Source: an optimization exercise on an open RTL-to-GDS flow (aim: small area, a short achievable clock period and few clock cycles). Production flows keep margins and buffers that such runs may drop.
Function was checked by simulation only, so behaviour that the tests miss may differ from the original.
Power and IR drop assume default switching activity.

File: design/flow/config.mk
export PLATFORM = sky130hd
export DESIGN_NAME = xcv_codec
export DESIGN_NICKNAME = xcv_codec
export VERILOG_FILES = /design/flow/design.v
export SDC_FILE = /design/flow/constraint.sdc
export NUM_CORES = 4
export LEC_CHECK = 0
export CAP_MARGIN = 20
export CORE_MARGIN = 2
export CORE_UTILIZATION = 40
export PLACE_DENSITY = 0.6
export SLEW_MARGIN = 20
File: design/flow/constraint.sdc
create_clock -name core_clock -period 10.0 [get_ports {clk}]
set_input_delay 2.0000 -clock core_clock [delete_from_list [all_inputs] [get_ports {clk}]]
set_output_delay 2.0000 -clock core_clock [all_outputs]
set_load 0.01 [all_outputs]
File: design/flow/design.v
module xcv_codec (
    input  wire        clk,
    input  wire        rst,           
    input  wire        host_req,
    input  wire        host_we,
    input  wire [15:0] host_addr,
    input  wire [31:0] host_wdata,
    output reg  [31:0] host_rdata,
    output wire        busy,
    output wire        irq
);
    localparam [7:0] ETX = 8'h03;
    localparam [7:0] E_NONE      = 8'h00;
    localparam [7:0] E_OVERFLOW  = 8'h01;
    localparam [7:0] E_EMPTY     = 8'h02;
    localparam [7:0] E_CHECKSUM  = 8'h04;
    localparam [7:0] E_ILLEGAL   = 8'h0C;
    localparam [7:0] E_BUSY      = 8'h0D;
    localparam [7:0] E_CONFIG    = 8'h0E;
    localparam [1:0] S_IDLE = 2'd0;
    localparam [1:0] S_ENC  = 2'd1;
    localparam [1:0] S_XOR  = 2'd2;
    localparam [1:0] S_FILL = 2'd3;
    reg [7:0] txbuf   [0:31];
    reg [7:0] rxbuf   [0:31];
    reg [7:0] result  [0:31];
    reg [7:0] cmdbuf0 [0:31];
    reg [7:0] cmdbuf1 [0:31];
    reg        busy_r;
    reg        tx_valid;
    reg [7:0]  err_code;
    reg [7:0]  rej_code;
    reg [7:0]  rej_op;
    reg [2:0]  irq_pend;      
    reg [5:0]  irq_en;
    reg [7:0]  chk_calc;
    reg [7:0]  chk_rcvd;
    reg [15:0] cmdlen0;
    reg [15:0] cmdlen1;
    reg [15:0] tx_len;
    reg [8:0]  rx_len;
    reg [7:0]  resp_status;
    reg [7:0]  result_len;
    reg        access_err;
    reg [1:0]  state;
    reg        is_decode;
    reg        kind;
    reg [7:0]  frame_addr;
    reg [5:0]  len;
    reg [5:0]  idx;
    reg [5:0]  wpos;
    reg [7:0]  acc;
    assign busy = busy_r;
    assign irq  = |(irq_pend & irq_en[2:0]);
    function keep_byte;
        input [7:0] b;
        begin
            keep_byte = (b == 8'h00) || (b >= 8'h09 && b <= 8'h0D) ||
                        (b >= 8'h20 && b <= 8'h7E);
        end
    endfunction
    wire        aligned   = (host_addr[1:0] == 2'b00);
    wire [2:0]  bword     = host_addr[4:2];
    wire        in_txbuf  = (host_addr[15:5] == 11'h080);    
    wire        in_rxbuf  = (host_addr[15:5] == 11'h100);    
    wire        in_result = (host_addr[15:5] == 11'h108);    
    wire        in_cmd0   = (host_addr[15:5] == 11'h180);    
    wire        in_cmd1   = (host_addr[15:5] == 11'h200);    
    reg         reg_mapped;
    reg [31:0]  reg_rdata;
    always @(*) begin
        reg_mapped = 1'b1;
        reg_rdata  = 32'd0;
        case (host_addr)
            16'h0000: reg_rdata = 32'h5843_5601;
            16'h0004: reg_rdata = 32'd0;
            16'h0008: reg_rdata = {28'd0, tx_valid, 2'b00, busy_r};
            16'h000C: reg_rdata = {24'd0, err_code};
            16'h0010: reg_rdata = {16'd0, rej_op, rej_code};
            16'h0014: reg_rdata = {29'd0, irq_pend};
            16'h0018: reg_rdata = {26'd0, irq_en};
            16'h001C: reg_rdata = {16'd0, chk_rcvd, chk_calc};
            16'h0044: reg_rdata = {16'd0, cmdlen0};
            16'h0048: reg_rdata = {16'd0, cmdlen1};
            16'h004C: reg_rdata = {16'd0, tx_len};
            16'h0050: reg_rdata = {23'd0, rx_len};
            16'h0054: reg_rdata = {24'd0, resp_status};
            16'h0058: reg_rdata = {24'd0, result_len};
            16'h0070: reg_rdata = {31'd0, access_err};
            16'h0080: reg_rdata = 32'h0064_01E5;
            16'h0084: reg_rdata = 32'h00FA_0064;
            16'h0088: reg_rdata = 32'h0020_0020;
            16'h008C: reg_rdata = 32'h4800_4B00;
            16'h0090: reg_rdata = 32'h1020_0020;
            16'h0094: reg_rdata = 32'h0000_0019;
            default:  reg_mapped = 1'b0;
        endcase
    end
    wire buf_mapped = in_txbuf | in_rxbuf | in_result | in_cmd0 | in_cmd1;
    wire mapped     = aligned & (reg_mapped | buf_mapped);
    reg [31:0] buf_rdata;
    always @(*) begin
        buf_rdata = 32'd0;
        if (in_txbuf)
            buf_rdata = {txbuf[{bword, 2'd3}], txbuf[{bword, 2'd2}],
                         txbuf[{bword, 2'd1}], txbuf[{bword, 2'd0}]};
        else if (in_rxbuf)
            buf_rdata = {rxbuf[{bword, 2'd3}], rxbuf[{bword, 2'd2}],
                         rxbuf[{bword, 2'd1}], rxbuf[{bword, 2'd0}]};
        else if (in_result)
            buf_rdata = {result[{bword, 2'd3}], result[{bword, 2'd2}],
                         result[{bword, 2'd1}], result[{bword, 2'd0}]};
        else if (in_cmd0)
            buf_rdata = {cmdbuf0[{bword, 2'd3}], cmdbuf0[{bword, 2'd2}],
                         cmdbuf0[{bword, 2'd1}], cmdbuf0[{bword, 2'd0}]};
        else if (in_cmd1)
            buf_rdata = {cmdbuf1[{bword, 2'd3}], cmdbuf1[{bword, 2'd2}],
                         cmdbuf1[{bword, 2'd1}], cmdbuf1[{bword, 2'd0}]};
    end
    wire [31:0] w       = host_wdata;
    wire        w_enc   = ((w & 32'hFEFF_00FF) == 32'h0000_0001);
    wire        w_ver   = (w == 32'h0000_0002);
    wire        w_dec   = (w == 32'h0000_0003);
    wire [15:0] w_cmdlen = w[24] ? cmdlen1 : cmdlen0;
    wire host_wr  = host_req & host_we;
    wire host_rd  = host_req & ~host_we;
    wire cmd_wr   = host_wr & (host_addr == 16'h0004);
    wire [5:0] idx_m1   = idx - 6'd1;
    wire [7:0] cmd_byte = kind ? cmdbuf1[idx_m1[4:0]] : cmdbuf0[idx_m1[4:0]];
    wire [7:0] rx_byte  = rxbuf[idx[4:0]];
    integer i;
    always @(posedge clk) begin
        if (rst) begin
            busy_r      <= 1'b0;
            tx_valid    <= 1'b0;
            err_code    <= 8'd0;
            rej_code    <= 8'd0;
            rej_op      <= 8'd0;
            irq_pend    <= 3'd0;
            irq_en      <= 6'd0;
            chk_calc    <= 8'd0;
            chk_rcvd    <= 8'd0;
            cmdlen0     <= 16'd0;
            cmdlen1     <= 16'd0;
            tx_len      <= 16'd0;
            rx_len      <= 9'd0;
            resp_status <= 8'd0;
            result_len  <= 8'd0;
            access_err  <= 1'b0;
            state       <= S_IDLE;
            is_decode   <= 1'b0;
            kind        <= 1'b0;
            frame_addr  <= 8'd0;
            len         <= 6'd0;
            idx         <= 6'd0;
            wpos        <= 6'd0;
            acc         <= 8'd0;
            host_rdata  <= 32'd0;
        end else begin
            if (host_rd) begin
                if (!mapped) begin
                    host_rdata <= 32'd0;
                    access_err <= 1'b1;
                end else if (reg_mapped) begin
                    host_rdata <= reg_rdata;
                end else begin
                    host_rdata <= buf_rdata;
                end
            end
            if (host_wr) begin
                if (!mapped) begin
                    access_err <= 1'b1;
                end else if (cmd_wr) begin
                    if (!(w_enc | w_ver | w_dec)) begin
                        rej_code    <= E_ILLEGAL;
                        rej_op      <= w[7:0];
                        irq_pend[2] <= 1'b1;
                    end else if (busy_r) begin
                        rej_code    <= E_BUSY;
                        rej_op      <= w[7:0];
                        irq_pend[2] <= 1'b1;
                    end else if (w_enc && w_cmdlen > 16'd32) begin
                        rej_code    <= E_CONFIG;
                        rej_op      <= w[7:0];
                        irq_pend[2] <= 1'b1;
                    end else if ((w_ver | w_dec) && rx_len > 9'd32) begin
                        rej_code    <= E_CONFIG;
                        rej_op      <= w[7:0];
                        irq_pend[2] <= 1'b1;
                    end else begin
                        busy_r     <= 1'b1;
                        idx        <= 6'd0;
                        acc        <= 8'd0;
                        wpos       <= 6'd0;
                        kind       <= w[24];
                        frame_addr <= w[15:8];
                        is_decode  <= w_dec;
                        if (w_enc) begin
                            state <= S_ENC;
                            len   <= w_cmdlen[5:0];
                        end else begin
                            state <= S_XOR;
                            len   <= rx_len[5:0];
                        end
                    end
                end else begin
                    case (host_addr)
                        16'h0014: irq_pend <= irq_pend & ~host_wdata[2:0];
                        16'h0018: irq_en   <= host_wdata[5:0];
                        16'h0070: if (host_wdata[0]) access_err <= 1'b0;
                        16'h0044, 16'h0048, 16'h0050: begin
                            if (busy_r) access_err <= 1'b1;
                            else if (host_addr == 16'h0044) cmdlen0 <= host_wdata[15:0];
                            else if (host_addr == 16'h0048) cmdlen1 <= host_wdata[15:0];
                            else rx_len <= host_wdata[8:0];
                        end
                        default: begin
                            if (in_rxbuf | in_cmd0 | in_cmd1) begin
                                if (busy_r) begin
                                    access_err <= 1'b1;
                                end else begin
                                    for (i = 0; i < 4; i = i + 1) begin
                                        if (in_rxbuf) rxbuf[{bword, i[1:0]}]   <= host_wdata[8*i +: 8];
                                        if (in_cmd0)  cmdbuf0[{bword, i[1:0]}] <= host_wdata[8*i +: 8];
                                        if (in_cmd1)  cmdbuf1[{bword, i[1:0]}] <= host_wdata[8*i +: 8];
                                    end
                                end
                            end
                        end
                    endcase
                end
            end
            case (state)
                S_ENC: begin
                    if (idx == 6'd0) begin
                        if (len > 6'd29) begin
                            tx_valid <= 1'b0;
                            tx_len   <= 16'd0;
                            finish(E_OVERFLOW);
                        end else begin
                            txbuf[0] <= frame_addr | 8'h80;
                            idx      <= idx + 6'd1;
                        end
                    end else if (idx <= len) begin
                        txbuf[idx[4:0]] <= cmd_byte;
                        acc             <= acc ^ cmd_byte;
                        idx             <= idx + 6'd1;
                    end else if (idx == len + 6'd1) begin
                        txbuf[idx[4:0]] <= ETX;
                        acc             <= acc ^ ETX;
                        idx             <= idx + 6'd1;
                    end else begin
                        txbuf[idx[4:0]] <= acc;
                        chk_calc        <= acc;
                        tx_len          <= {10'd0, len} + 16'd3;
                        tx_valid        <= 1'b1;
                        finish(E_NONE);
                    end
                end
                S_XOR: begin
                    if (len == 6'd0) begin
                        finish(E_EMPTY);
                    end else if (idx == len - 6'd1) begin
                        chk_calc <= acc;
                        chk_rcvd <= rx_byte;
                        if (acc != rx_byte) begin
                            finish(E_CHECKSUM);
                        end else if (!is_decode) begin
                            finish(E_NONE);
                        end else begin
                            resp_status <= rxbuf[0];
                            state       <= S_FILL;
                            idx         <= 6'd1;
                            wpos        <= 6'd0;
                        end
                    end else begin
                        acc <= acc ^ rx_byte;
                        idx <= idx + 6'd1;
                    end
                end
                S_FILL: begin
                    if (idx + 6'd1 >= len || rx_byte == ETX) begin
                        result_len <= {2'd0, wpos};
                        finish(E_NONE);
                    end else begin
                        if (keep_byte(rx_byte)) begin
                            result[wpos[4:0]] <= rx_byte;
                            wpos              <= wpos + 6'd1;
                        end
                        idx <= idx + 6'd1;
                    end
                end
                default: ;
            endcase
        end
    end
    task finish;
        input [7:0] code;
        begin
            err_code    <= code;
            busy_r      <= 1'b0;
            state       <= S_IDLE;
            irq_pend[0] <= 1'b1;
            if (code != E_NONE) irq_pend[1] <= 1'b1;
        end
    endtask
endmodule
File: design/flow/run.sh
#!/bin/bash
# synth_recipe.tcl (not shown) runs the flow's synth.tcl, then flattens the netlist and writes it again
# the make line also repeats each setting of config.mk as NAME=value (left out here)
make -C /OpenROAD-flow-scripts/flow DESIGN_CONFIG=/design/flow/config.mk WORK_HOME=/design/flow/orfs CLKGATE_MAP_FILE= SYNTH_SCRIPT=/design/flow/synth_recipe.tcl finish
==> impl_results.md <==
- Status: complete, no violations
- Synth cell types: 87
- Row cnt: 147
- Vias in the first global route: 38,403
- Count leader, synth: edfxtp_1
- Synth Register Bits: roughly 1,500
- # nets final: 4,082
- Critical path class: in -> reg
- Die area: 166,000 um^2
- Die Width: 407 um
- CP Capture Type: flip-flop
- PostCTS Resize Cnt: 0
- Worst R2R Start: idx[3]
- Worst setup margin: 2.72 ns
- Total global routing overflow: 0
- Clock tree sinks: 1,453
- Via total after detailed routing: 39,710
- Cell Pwr Density: 171 nW/um^2
- Final period util: 72.8%
- Synth Cell Area: around 65,000 um^2
- Slew @ Worst Pin: roughly 1.3 ns
- DRT iter0 DRCs: 5,893
- WHS Endpoint: frame_addr[1]
- Max-slew headroom: 14.5%
- Vias per cell: 6.31
- Final hold vios: 0
- Root Buffer: clkbuf_16
- Max frequency: roughly 140 MHz
- Buffers on Ports: 85
- CTS tree: yes
- Critical Path RT: 10.45 ns
- Flop2flop setup slack: about 3.6 ns
- Leak pwr: between 20 and 25 nW
- Hold Path Class: reg -> reg
- Worst vdd ir: 0.000161 V
- Antenna violations before repair: 12
- DRC Markers: 0
- RSZ-0062 raised after global routing: false
- CTS Hold Bufs: 0
- EDFF count, synth: 1,280
- Dominant synthesized flop cell: edfxtp_1
- Area grow syn2layout: 13.6%
- Maximum number of pins on one net before global-route repair: 95
- Worst-skew pair later-pin latency: 0.83 ns
- Gr usage total: around a quarter
- Post-synth top area share: between 50% and 60%
- Clock buffer count from CTS: 151
- Largest area contributor in the netlist: edfxtp_1
- Worst Setup Start Kind: input port
- Starting density of the core: 40.3%
- H-tree levels: 4
- Number of post-CTS setup repair buffers: 0
- Gate count of the mapped netlist: 3,911
- Crit path time final: 7.28 ns
- Final setup viols: 0
- Most instantiated cells after synthesis: 1,280 x edfxtp_1, 495 x mux4_2, 218 x mux2i_1
- Skew final: 0.0462 ns
- Largest cells by area after synthesis: edfxtp_1 59%, mux4_2 17%, dfxtp_1 5.3%
- DR pass1 iterations: 9
- Final HPWL DP: ~140 mm
- Worst-path clk slew: 0.06 ns
- Worst Reg-to-Reg Cells: 13
- Total negative slack: 0 ns
- Syn nets: 3,988
- Hold path startpoint: frame_addr[1]
- Bufs on Longest Clock Path: 3
- Worst-path fanout max: 24
- Crit path arrival time: 7.73 ns
- Slew Limit Fails: 0
- Antenna-violating nets left: 0
- Ports: 86
- WL final: approximately 210 mm
- Proportion of layout cells with a drive suffix above 1: 22.6%
- Hold depth: 2
- Reg2reg end: result[28][1]
- Die height: ~400 um
- GP Congestion: 0.998
- Seq/Total Area, Yosys: 64.6%
- Routed wire per std cell: 33.1 um
- Syn avg cell area: 16.6 um^2
- Max-cap viol count: 0
- CORE AREA: about 160,000 um^2
- Post-synth ARST share: 0%
- Ys Warns: 1
- First-pass GRT wire length: 293 mm
- Dpl ws: 2.14 ns
## metal layers
layer,global-route usage (%),part of all wire (%),vias to the layer above
li1,-,-,16267
met1,34.3,39,20730
met2,37.6,45,2273
met3,6.25,11,432
met4,12.7,5.6,8
met5,0,0.021,-
## flip-flops by register name, indices dropped and copies added, names as in the netlist, 7 cells and up
name	cells
tx_len	7
chk_calc	8
result	256
frame_addr	7
cmdlen1	16
cmdbuf1	256
resp_status	8
txbuf	256
chk_rcvd	8
rxbuf	256
rej_op	8
host_rdata	32
rx_len	9
cmdlen0	16
acc	8
cmdbuf0	256
## power by group
| part | total [mW] | leakage, nW | switching, mW | internal, mW |
|---|---|---|---|---|
| registers | 6.55 | 13.1 | 0.000210 | 6.55 |
| logic | 0.500 | 7.60 | 0.333 | 0.167 |
| clock network | 5.52 | 2.32 | 2.41 | 3.12 |
## kinds of logic after synthesis
kind of cell             after synthesis  share of synthesized area, %
XOR/XNOR                              28                         0.378
AO/OA/AOI/OAI                        622                          6.36
buffers and inverters                313                          1.96
multiplexers                         727                          20.8
AND/OR/NAND/NOR                      743                          5.49
adder cells (fa/ha/maj)               25                         0.482
flip-flops                          1453                          64.6
## worst max path at each step
stage	from	to
floorplan	host_addr[10]	rxbuf[10][0]
global placement	host_addr[7]	rxbuf[0][0]
detailed placement	host_addr[7]	cmdbuf0[15][3]
CTS	host_addr[7]	cmdbuf0[15][2]
global route	host_addr[7]	cmdbuf0[13][2]
finish	host_addr[7]	cmdbuf0[13][2]
## worst max-delay path: stages
cell and delay, ns:
clkdlybuf4s50_1 0.71, nor4_1 0.92, nor2b_1 0.37, and3_1 0.20, buf_4 0.23, nor3_1 0.10, nand3_1 0.16, o2111a_1 0.46
nor3b_4 0.28, nor4b_4 0.53, nand2_1 0.53, nor3_2 0.70, buf_4 0.48
## per-stage QoR
step	util (%)	hold slack [ns]	total power, mW	std cells	area, um^2
after global placement	42.7	0.442	7.18	6002	68600
final	45.8	0.455	12.6	6292	73800
after detailed placement	42.7	0.447	7.18	6004	68700
after floorplan	-	0.432	6.92	3911	64900
after global routing	45.8	0.474	12.9	6287	73700
after CTS	45.7	0.455	12.6	6277	73500
## placed cells by master (no fill, tap or decap), types with 30 or more instances in the layout
master and instances:
buf_4 117, nor3_1 65, o22ai_1 73, dfxtp_1 171, clkdlybuf4s50_1 80, o21ai_0 49, and3_1 31, nor2b_1 44
clkbuf_16 155, inv_1 35, a21oi_1 213, a211oi_1 53, nor2_1 161, mux4_2 495, clkbuf_1 41, nand3_1 91
mux2i_1 218, edfxtp_1 1280, nand2_1 214, a221oi_1 30, a22oi_1 51
## area by class of cell
type	instances	area, um^2
diodes	7	17.5
clock buffers	201	4100
clock inverters	72	712
fillers	13695	87200
inverters	38	143
multi-input cells	2145	22100
flip-flops and latches	1453	41900
well taps	2160	2700
repair buffers	216	2080
Testbench counts, summed over its fixed seeds: cycles 38,081.

## what the ideal ports hide
How much do the figures lean on ideal ports? The routed layout below was timed once more, with nothing changed but the port constraints.
Step 1, drivers: a clkbuf_16 drives clk and a buf_2 each remaining input, both assumed.
Step 2 moves the port delays by t, midway between the first and last clock arrival at a register: inputs arrive t later, outputs are due t later. That takes back most of the time a late clock gives input paths.
Slacks: ideal ports / drivers / drivers and shift; pairs: ideal ports / drivers.
shift t [ns]: 0.885
slack for setup (ns): 2.721 / 2.732 / 1.847
worst setup path after step 2: input to register
After both steps setup and hold are still met in this run. The setup slack of this run moves by +0.011 ns with the drivers and by -0.874 ns with both steps.
